Source: an optimization exercise on an open RTL-to-GDS flow (aim: small area). Production flows keep margins and buffers that such runs may drop. Only simulation tests tie the RTL to the original design; equivalence was not proved. No activity file was given, so power comes from the tool's default toggle rates.

Design crtc6845, start of the top module:
module crtc6845 (
    input             clk,
    input             rst,
    input             ce,
    input             bus_en,
    input             bus_rs,
    input             bus_rw,
    input      [7:0]  bus_din,
    input             lpstb,
    output     [7:0]  dout,
    output            de,
    output            hsync,
    output            vsync,
    output            cursor,
    output     [13:0] ma,
    output     [4:0]  ra,
    output            frame_start,
    output            geom_evt,
    output            geom_valid,
    output            upd_valid,
    output     [13:0] upd_addr,
    output            upd_strobe
);
    localparam [2:0] UPD_DELAY = 3'd4;
    function [15:0] add;
        input [15:0] a, b;
        input        ci;
        integer i;
        reg     c;
        begin
            c = ci;
            for (i = 0; i < 16; i = i + 1) begin
                add[i] = a[i] ^ b[i] ^ c;
                c      = (a[i] & b[i]) | (c & (a[i] ^ b[i]));
  ...
Size: about 0.015 mm^2 of cells after synthesis.
Settings: LEC_CHECK=0, ABC_AREA=1, CAP_MARGIN=0, CORE_MARGIN=2, CORE_UTILIZATION=40, CTS_BUF_LIST=sky130_fd_sc_hd__clkbuf_16, CTS_CLUSTER_DIAMETER=100, CTS_CLUSTER_SIZE=25, GPL_TIMING_DRIVEN=0, PLACE_DENSITY=0.6, SLEW_MARGIN=0; clock period 15.0 ns.
standard.sh (not shown) runs the stock make flow with config.mk's settings and CLKGATE_MAP_FILE= SYNTH_SCRIPT=/design/flow/synth_recipe.tcl, a recipe that flattens the netlist after the stock synthesis.
==> flow/flow/run.sh <==
#!/bin/bash
# Own layout flow: the standard flow (standard.sh, ORFS scripts and
# settings) with three changes that only affect how the netlist is mapped:
#  - ABC maps the logic with an area-oriented script (dch + amap, twice)
#    in place of ORFS's abc_area.script;
#  - no ADDER_MAP_FILE, so the ripple arithmetic of the RTL is left to ABC
#    instead of being extracted into fa/ha cells first;
#  - ports are buffered with sky130_fd_sc_hd__buf_1 (still one buffer per port).
# Each tool's output goes to the ORFS logs under orfs/logs; the make output
# goes to standard_flow.log in this folder.
set -euo pipefail
here=$(pwd)
mkdir -p "$here/scripts_mod"
cp -r "$FLOW_HOME/scripts/." "$here/scripts_mod/"
cp "$here/flow/abc_area.script" "$here/scripts_mod/abc_area.script"
bash "$here/standard.sh" SCRIPTS_DIR="$here/scripts_mod" ADDER_MAP_FILE= \
    "BUFFER_PORTS_ARGS=-buffer_cell sky130_fd_sc_hd__buf_1" finish > "$here/standard_flow.log" 2>&1
==> flow/flow/abc_area.script <==
strash
dch -f
amap
strash
dch -f
amap
topo
Then changed:
CAP_MARGIN = 20   (was 0)
CTS_CLUSTER_SIZE = 20   (was 25)
SLEW_MARGIN = 20   (was 0)
=> Core utilization stays flat; synthesized cell count stays the same; cell count hardly moves; worst setup slack got worse by 0.056 ns; final area is about the same; total power went down by 0.43%; register-to-register slack is better by 0.17 ns; first-iteration DRC count goes down by 5.8%; clock skew is lower by 0.012 ns.
Then changed:
==> flow/flow/run.sh (replaced) <==
#!/bin/bash
# Own layout flow: the standard flow (standard.sh, ORFS scripts and
# settings) with these changes to how the layout is made:
#  - ABC maps the logic with an area-oriented script (&deepsyn, then dch +
#    amap twice) in place of ORFS's abc_area.script;
#  - no ADDER_MAP_FILE, so the ripple arithmetic of the RTL is left to ABC
#    instead of being extracted into fa/ha cells first;
#  - ports are buffered with sky130_fd_sc_hd__buf_1 (still one buffer per port);
#  - the clock tree uses clusters of 12 sinks under clkbuf_8 leaf buffers, a
#    clkbuf_4 root and no dummy loads.
# Each tool's output goes to its own log under orfs/logs; the make output
# goes to standard_flow.log in this folder.
set -euo pipefail
here=$(pwd)
mkdir -p "$here/scripts_mod"
cp -r "$FLOW_HOME/scripts/." "$here/scripts_mod/"
cp "$here/flow/abc_area.script" "$here/scripts_mod/abc_area.script"
cts="-sink_clustering_enable -repair_clock_nets -sink_clustering_size 12"
cts="$cts -sink_clustering_max_diameter 60 -buf_list sky130_fd_sc_hd__clkbuf_8"
cts="$cts -root_buf sky130_fd_sc_hd__clkbuf_4 -dont_use_dummy_load"
bash "$here/standard.sh" SCRIPTS_DIR="$here/scripts_mod" ADDER_MAP_FILE= \
    "BUFFER_PORTS_ARGS=-buffer_cell sky130_fd_sc_hd__buf_1" "CTS_ARGS=$cts" \
    finish > "$here/standard_flow.log" 2>&1
==> flow/flow/abc_area.script (replaced) <==
strash
&get -n
&deepsyn -J 50 -T 300
&put
dch -f
amap
strash
dch -f
amap
topo
CTS_BUF_LIST = sky130_fd_sc_hd__clkbuf_8   (was sky130_fd_sc_hd__clkbuf_16)
CTS_CLUSTER_DIAMETER = 60   (was 100)
CTS_CLUSTER_SIZE = 12   (was 20)
Effect: Die area is lower by about 5.5%; wire length hardly moves; design area is lower by 6.4%; synthesized cell count is lower by 6.0%; hold slack stays flat; utilization is lower by 0.36 points; clock-buffer cell count is higher by 11; synthesized area is lower by 5.7%; worst setup slack improved by 0.46 ns; final cell count is lower by about 5%; total power is higher by about 17%.
Then changed:
==> flow/flow/run.sh (replaced) <==
#!/bin/bash
# Own layout flow: the standard flow (standard.sh, ORFS scripts and
# settings) with three changes that only affect how the netlist is mapped:
#  - ABC maps the logic with an area-oriented script (&deepsyn, then dch +
#    amap twice)
#    in place of ORFS's abc_area.script;
#  - no ADDER_MAP_FILE, so the ripple arithmetic of the RTL is left to ABC
#    instead of being extracted into fa/ha cells first;
#  - ports are buffered with sky130_fd_sc_hd__buf_1 (still one buffer per port).
# Each tool's output goes to the ORFS logs under orfs/logs; the make output
# goes to standard_flow.log in this folder.
set -euo pipefail
here=$(pwd)
mkdir -p "$here/scripts_mod"
cp -r "$FLOW_HOME/scripts/." "$here/scripts_mod/"
cp "$here/flow/abc_area.script" "$here/scripts_mod/abc_area.script"
bash "$here/standard.sh" SCRIPTS_DIR="$here/scripts_mod" ADDER_MAP_FILE= \
    "BUFFER_PORTS_ARGS=-buffer_cell sky130_fd_sc_hd__buf_1" finish > "$here/standard_flow.log" 2>&1
Outcome:
- The changed run completed with no timing, DRC or antenna violations
- count of clock-buffer cells in the layout came out higher by 4
- flip-flop and latch count does not change
- die area does not change
- setup slack gains 0.047 ns
- worst hold slack hardly moves
- global-route usage stays flat
- routed wire length is about the same
- total power came out higher by 4.7%
Then changed:
==> flow/flow/run.sh (replaced) <==
#!/bin/bash
# Own layout flow: the standard flow (standard.sh, ORFS scripts and
# settings) with these changes to how the layout is made:
#  - ABC maps the logic with an area-oriented script (&deepsyn, then dch +
#    amap twice) in place of ORFS's abc_area.script;
#  - no ADDER_MAP_FILE, so the ripple arithmetic of the RTL is left to ABC
#    instead of being extracted into fa/ha cells first;
#  - ports are buffered with sky130_fd_sc_hd__buf_1 (still one buffer per port);
#  - the clock tree uses clusters of 25 sinks under clkbuf_16 leaf buffers, a
#    clkbuf_4 root and no dummy loads.
# Each tool's output goes to its own log under orfs/logs; the make output
# goes to standard_flow.log in this folder.
set -euo pipefail
here=$(pwd)
mkdir -p "$here/scripts_mod"
cp -r "$FLOW_HOME/scripts/." "$here/scripts_mod/"
cp "$here/flow/abc_area.script" "$here/scripts_mod/abc_area.script"
cts="-sink_clustering_enable -repair_clock_nets -sink_clustering_size 25"
cts="$cts -sink_clustering_max_diameter 100 -buf_list sky130_fd_sc_hd__clkbuf_16"
cts="$cts -root_buf sky130_fd_sc_hd__clkbuf_4 -dont_use_dummy_load"
bash "$here/standard.sh" SCRIPTS_DIR="$here/scripts_mod" ADDER_MAP_FILE= \
    "BUFFER_PORTS_ARGS=-buffer_cell sky130_fd_sc_hd__buf_1" "CTS_ARGS=$cts" \
    finish > "$here/standard_flow.log" 2>&1
CTS_BUF_LIST = sky130_fd_sc_hd__clkbuf_16   (was sky130_fd_sc_hd__clkbuf_8)
CTS_CLUSTER_DIAMETER = 100   (was 60)
CTS_CLUSTER_SIZE = 25   (was 12)
The new run completed with no timing, DRC or antenna violations; total power shrinks by 5.6%; final area shrinks by about 1.3%; die area is unchanged; routed wire length shrinks by 1.0%; first-iteration DRC count grows by about 1.2%.
Then changed:
==> flow/flow/run.sh (replaced) <==
#!/bin/bash
# Own layout flow: the standard flow (standard.sh, ORFS scripts and
# settings) with three changes that only affect how the netlist is mapped:
#  - ABC maps the logic with an area-oriented script (&deepsyn, then dch +
#    amap twice)
#    in place of ORFS's abc_area.script;
#  - no ADDER_MAP_FILE, so the ripple arithmetic of the RTL is left to ABC
#    instead of being extracted into fa/ha cells first;
#  - ports are buffered with sky130_fd_sc_hd__buf_1 (still one buffer per port).
# Each tool's output goes to the ORFS logs under orfs/logs; the make output
# goes to standard_flow.log in this folder.
set -euo pipefail
here=$(pwd)
mkdir -p "$here/scripts_mod"
cp -r "$FLOW_HOME/scripts/." "$here/scripts_mod/"
cp "$here/flow/abc_area.script" "$here/scripts_mod/abc_area.script"
bash "$here/standard.sh" SCRIPTS_DIR="$here/scripts_mod" ADDER_MAP_FILE= \
    "BUFFER_PORTS_ARGS=-buffer_cell sky130_fd_sc_hd__buf_1" finish > "$here/standard_flow.log" 2>&1
CTS_CLUSTER_SIZE = 20   (was 25)
Result: Global-route usage went up by 0.16 points. Sequential cell count does not change. Register-to-register slack gets better by 0.18 ns. Utilization went up by 0.43 points. Setup slack gets better by 0.18 ns. Non-clock buffer count is unchanged. Clock power went up by 22%. Die area does not change.

port drivers added, routing unchanged:
The flow's constraints put no driver on any port. The routed layouts listed below were extracted and timed again, unchanged, in two steps.
Step 1 sets driving cells, clkbuf_16 on the clock port and buf_2 on the other inputs (assumed; they add their load-dependent delay and slew).
Step 2 also shifts input and output timing later by t, the mid clock arrival at the registers, as if the neighbouring blocks saw the same clock.
Slacks: ideal / step 1 / step 2; pairs: ideal / step 1.
run	t, ns	slack for setup (ns)	clock arrival spread, ns	slew at the worst register clock pin (ns)	worst data-port slew with drivers (ns)
the first run	0.560	3.886 / 3.831 / 4.392	0.039 / 0.039	0.11 / 0.11	0.03
the second run	0.554	3.830 / 3.777 / 4.332	0.027 / 0.027	0.09 / 0.09	0.03
the third run	0.782	4.287 / 4.287 / 4.287	0.052 / 0.052	0.09 / 0.09	0.04
the fourth run	0.637	4.334 / 4.334 / 4.334	0.019 / 0.019	0.09 / 0.09	0.04
the fifth run	0.731	4.189 / 4.189 / 4.189	0.126 / 0.126	0.11 / 0.11	0.04
the sixth run	0.556	4.367 / 4.367 / 4.367	0.035 / 0.035	0.09 / 0.09	0.04
After both steps setup and hold are still met in every run listed.
